From an optimization exercise on the open Yosys and OpenROAD flow, aimed at small area, a short achievable clock period and few clock cycles per item; shortcuts taken in it are not production practice.
At most, simulation tests tie the RTL to the original design; equivalence was not proved.
No activity file was given, so power comes from the tool's default toggle rates.

build 23:
==> flow/design.v <==
module csum_unit #(
    parameter [15:0] RXB         = 16'h4000,
    parameter [15:0] TXB         = 16'h8000,
    parameter [15:0] RXBUF_SIZE  = 16'd1536,
    parameter [15:0] TXBUF_SIZE  = 16'd1536
) (
    input  wire        clk,
    input  wire        rst,           
    input  wire        cmd_valid,
    output wire        cmd_ready,
    input  wire [31:0] cmd_seed,
    input  wire [15:0] cmd_addr,
    input  wire [15:0] cmd_len,
    output wire        mem_req,
    input  wire        mem_gnt,
    output wire [13:0] mem_waddr,
    input  wire [31:0] mem_rdata,
    output wire        rsp_valid,
    output wire        rsp_err,
    output wire [15:0] rsp_sum
);
    reg        idle;       
    reg        busy;       
    reg        chk;        
    reg        chk2;       
    reg        reqv;       
    reg        first;      
    reg        dvalid;     
    reg        dfirst;     
    reg        dlast;      
    reg        rlast;      
    reg        g;          
    reg        f1;         
    reg        f2;         
    reg        rspv;
    reg        err;        
    reg        rerr;       
    reg        pre_ok;     
    reg        sel;        
    reg [1:0]  a_lo;       
    reg [10:0] l;          
    reg [8:0]  w;          
    reg [31:0] r;          
    reg [15:0] acc_lo;
    reg [15:0] acc_hi;
    reg [1:0]  cy;         
    wire [11:0] ta = {1'b0, w, a_lo};
    wire [11:0] tb = {1'b0, l};
    wire [12:0] t  = {1'b0, ~(ta ^ tb)} + {(ta | tb), 1'b0};
    wire        ok = pre_ok && (!t[12] || (!t[11] && !(t[10] && t[9])));
    wire        zero = (l == 11'd0);
    wire        none = chk && zero;
    wire gnt      = reqv && mem_gnt;
    wire single   = (l[10:3] == 8'd0) && ({1'b0, l[2:0]} + {2'b00, a_lo} <= 4'd4);
    wire last_now = chk ? single : (w == l[10:2]);
    wire accept   = !busy && cmd_valid;
    reg  [8:0] w_all;      
    integer k;
    always @(*) begin
        w_all[0] = 1'b1;
        for (k = 1; k < 9; k = k + 1)
            w_all[k] = w_all[k-1] & w[k-1];
    end
    wire [8:0] w_n = w ^ (w_all & {9{gnt}});
    wire [3:0] m_lo = dfirst ? (4'b1111 << a_lo) : 4'b1111;
    wire [3:0] m_hi = dlast  ? (4'b1111 >> (2'd3 - l[1:0])) : 4'b1111;
    wire [3:0] m    = {4{dvalid && !err}} & m_lo & m_hi;
    wire [3:0] ms   = m & {4{!a_lo[0]}};                      
    wire [3:0] mx   = {m[2], m[3], m[0], m[1]} & {4{a_lo[0]}};  
    wire [31:0] rd  = mem_rdata;
    wire [31:0] rdx = {rd[23:16], rd[31:24], rd[7:0], rd[15:8]};
    wire [15:0] hi_n = acc_hi + {14'd0, cy};
    wire        inj  = g || (chk && zero);
    wire [31:0] r_n  = (rd  & {{8{ms[3]}}, {8{ms[2]}}, {8{ms[1]}}, {8{ms[0]}}}) |
                       (rdx & {{8{mx[3]}}, {8{mx[2]}}, {8{mx[1]}}, {8{mx[0]}}}) |
                       {16'd0, hi_n[7:0], hi_n[15:8]} & {32{inj}};
    wire [15:0] w0   = {r[7:0], r[15:8]};
    wire [15:0] w1   = {r[23:16], r[31:24]};
    wire [15:0] cs_s = acc_lo ^ w0 ^ w1;
    wire [15:0] cs_c = (acc_lo & w0) | (acc_lo & w1) | (w0 & w1);
    wire [17:0] lo_n = {2'd0, cs_s} + {1'd0, cs_c, f2 & cy[0]};
    always @(posedge clk) begin
        r      <= r_n;
        dfirst <= first;
        dlast  <= last_now;
        acc_hi <= !busy ? cmd_seed[31:16] : hi_n;
        cy     <= !busy ? 2'd0 : lo_n[17:16];
        if (!busy)
            acc_lo <= cmd_seed[15:0];
        else if (chk2 && err)
            acc_lo <= 16'd0;
        else
            acc_lo <= lo_n[15:0];
        if (!busy) begin
            pre_ok <= ((cmd_addr[15:11] == 5'b01000) || (cmd_addr[15:11] == 5'b10000)) &&
                      (cmd_len[15:11] == 5'd0);
            sel    <= cmd_addr[15];
            a_lo   <= cmd_addr[1:0];
        end
        if (!busy)
            l <= cmd_len[10:0];
        else if (chk)
            l <= t[10:0];
        w <= !busy ? cmd_addr[10:2] : w_n;
        if (chk)
            err <= !ok;
        rerr <= chk2 && err;
    end
    always @(posedge clk) begin
        if (rst) begin
            idle   <= 1'b1;
            busy   <= 1'b0;
            chk    <= 1'b0;
            chk2   <= 1'b0;
            reqv   <= 1'b0;
            dvalid <= 1'b0;
            rlast  <= 1'b0;
            g      <= 1'b0;
            f1     <= 1'b0;
            f2     <= 1'b0;
            rspv   <= 1'b0;
        end else begin
            chk    <= accept;
            chk2   <= chk;
            dvalid <= gnt && !none;
            rlast  <= dvalid && dlast && !err;
            g      <= rlast;
            f1     <= g || (chk && zero);
            f2     <= f1 && !err;
            rspv   <= f2 || (chk2 && err);
            if (accept) begin
                idle  <= 1'b0;
                busy  <= 1'b1;
                reqv  <= 1'b1;
                first <= 1'b1;
            end
            if (rspv) begin
                idle <= 1'b1;
                busy <= 1'b0;
            end
            if (gnt) begin
                first <= 1'b0;
                if (last_now)
                    reqv <= 1'b0;
            end
            if (none || (chk2 && err))
                reqv <= 1'b0;
        end
    end
    assign cmd_ready = idle;
    assign mem_req   = reqv;
    assign mem_waddr = {sel, ~sel, 3'b000, w};
    assign rsp_valid = rspv;
    assign rsp_err   = rerr;
    assign rsp_sum   = acc_lo;
endmodule
clock: 10.0 ns
lec_check: 0
cap_margin: 20
core_margin: 2
core_utilization: 40
slew_margin: 20
standard.sh (not shown) runs the stock make flow with config.mk's settings and CLKGATE_MAP_FILE= SYNTH_SCRIPT=/design/flow/synth_recipe.tcl, a recipe that flattens the netlist after the stock synthesis.
==> flow/flow/run.sh <==
#!/bin/bash
export BUFFER_PORTS_ARGS="-buffer_cell sky130_fd_sc_hd__buf_1"
export SETUP_SLACK_MARGIN=7.1
bash standard.sh > standard.log 2>&1
Testbench counts of build 23, summed over its fixed seeds: cycles 64,474, items 512.
For build 32, these inputs were changed with respect to build 23:
diff --git a/flow/design.v b/flow/design.v
--- a/flow/design.v
+++ b/flow/design.v
@@ -19,20 +19,20 @@
     output wire        rsp_err,
     output wire [15:0] rsp_sum
 );
     reg        idle;       
-    reg        busy;       
+    wire       busy = !idle;
     reg        chk;        
     reg        chk2;       
     reg        reqv;       
     reg        first;      
     reg        dvalid;     
     reg        dfirst;     
     reg        dlast;      
     reg        rlast;      
-    reg        g;          
     reg        f1;         
     reg        f2;         
+    reg        wq;         
     reg        rspv;
     reg        err;        
     reg        rerr;       
     reg        pre_ok;     
@@ -69,17 +69,21 @@
     wire [3:0] mx   = {m[2], m[3], m[0], m[1]} & {4{a_lo[0]}};  
     wire [31:0] rd  = mem_rdata;
     wire [31:0] rdx = {rd[23:16], rd[31:24], rd[7:0], rd[15:8]};
     wire [15:0] hi_n = acc_hi + {14'd0, cy};
-    wire        inj  = g || (chk && zero);
+    wire        inj  = rlast || (chk && zero);
     wire [31:0] r_n  = (rd  & {{8{ms[3]}}, {8{ms[2]}}, {8{ms[1]}}, {8{ms[0]}}}) |
                        (rdx & {{8{mx[3]}}, {8{mx[2]}}, {8{mx[1]}}, {8{mx[0]}}}) |
-                       {16'd0, hi_n[7:0], hi_n[15:8]} & {32{inj}};
+                       ({6'd0, lo_n[17:16], 8'd0, hi_n[7:0], hi_n[15:8]} & {32{inj}});
     wire [15:0] w0   = {r[7:0], r[15:8]};
     wire [15:0] w1   = {r[23:16], r[31:24]};
     wire [15:0] cs_s = acc_lo ^ w0 ^ w1;
     wire [15:0] cs_c = (acc_lo & w0) | (acc_lo & w1) | (w0 & w1);
-    wire [17:0] lo_n = {2'd0, cs_s} + {1'd0, cs_c, f2 & cy[0]};
+    wire [17:0] lo_n = {2'd0, cs_s} + {1'd0, cs_c, f2 && (cy[1] || (cy[0] && !wq))};
+    wire [15:0] fh   = {r[7:0], r[15:8]};
+    wire        fwr  = ((fh == 16'hffff) && (r[25:24] != 2'd0)) ||
+                       ((fh == 16'hfffe) && r[25]);
+    wire        nc   = (acc_lo[15:12] != 4'hf) && (fh[15:11] == 5'd0);
     always @(posedge clk) begin
         r      <= r_n;
         dfirst <= first;
         dlast  <= last_now;
@@ -104,40 +108,36 @@
         w <= !busy ? cmd_addr[10:2] : w_n;
         if (chk)
             err <= !ok;
         rerr <= chk2 && err;
+        wq <= fwr;
     end
     always @(posedge clk) begin
         if (rst) begin
             idle   <= 1'b1;
-            busy   <= 1'b0;
             chk    <= 1'b0;
             chk2   <= 1'b0;
             reqv   <= 1'b0;
             dvalid <= 1'b0;
             rlast  <= 1'b0;
-            g      <= 1'b0;
             f1     <= 1'b0;
             f2     <= 1'b0;
             rspv   <= 1'b0;
         end else begin
             chk    <= accept;
             chk2   <= chk;
             dvalid <= gnt && !none;
             rlast  <= dvalid && dlast && !err;
-            g      <= rlast;
-            f1     <= g || (chk && zero);
-            f2     <= f1 && !err;
-            rspv   <= f2 || (chk2 && err);
+            f1     <= rlast || (chk && zero);
+            f2     <= f1 && !err && !nc;
+            rspv   <= (f1 && nc) || f2 || (chk2 && err);
             if (accept) begin
                 idle  <= 1'b0;
-                busy  <= 1'b1;
                 reqv  <= 1'b1;
                 first <= 1'b1;
             end
             if (rspv) begin
                 idle <= 1'b1;
-                busy <= 1'b0;
             end
             if (gnt) begin
                 first <= 1'b0;
                 if (last_now)
==> comparison <==
The core area reported for build 32 is smaller than that of build 23 by 1.1%. Die area in build 32 is about 2% lower than in build 23. Changes observed in build 32 relative to build 23: synthesized area per cell lost about 2.7%; last weighted congestion value of the routability-driven placer lost about 6%; final cell count picked up an extra 11; total internal power picked up an extra about 1%. [build 32] compound-cell area share of the yosys netlist fell 1.4 points relative to build 23. Per the comparison of build 32 with build 23, number of global-route vias before repair -about 3%, final worst setup slack -100 ps, critical path depth +10.
No functional check of the RTL was part of build 32.

==> separate check: timing with driven ports <==
No port has a modelled driver above. Below, the same layouts with a new extraction and two added sets of constraints.
Step 1 sets driving cells, clkbuf_16 on the clock port and buf_2 on the other inputs (assumed; they add their load-dependent delay and slew).
Step 2 also shifts input and output timing later by t, the mid clock arrival at the registers, as if the neighbouring blocks saw the same clock.
Slacks: ideal ports / drivers / drivers and shift; pairs: ideal ports / drivers.
run	shift t [ns]	setup slack, ns	hold WS [ns]	worst setup path at the end	worst data-port slew with drivers (ns)
build 23	0.398	7.087 / 7.043 / 6.723	0.355 / 0.355 / 0.355	input to register	0.05
build 32	0.397	6.983 / 6.983 / 6.744	0.347 / 0.347 / 0.347	input to register	0.05
After both steps setup and hold are still met in every run listed. The setup slack of build 23, which loses most, moves by -0.044 ns with the drivers and by -0.364 ns with both steps.
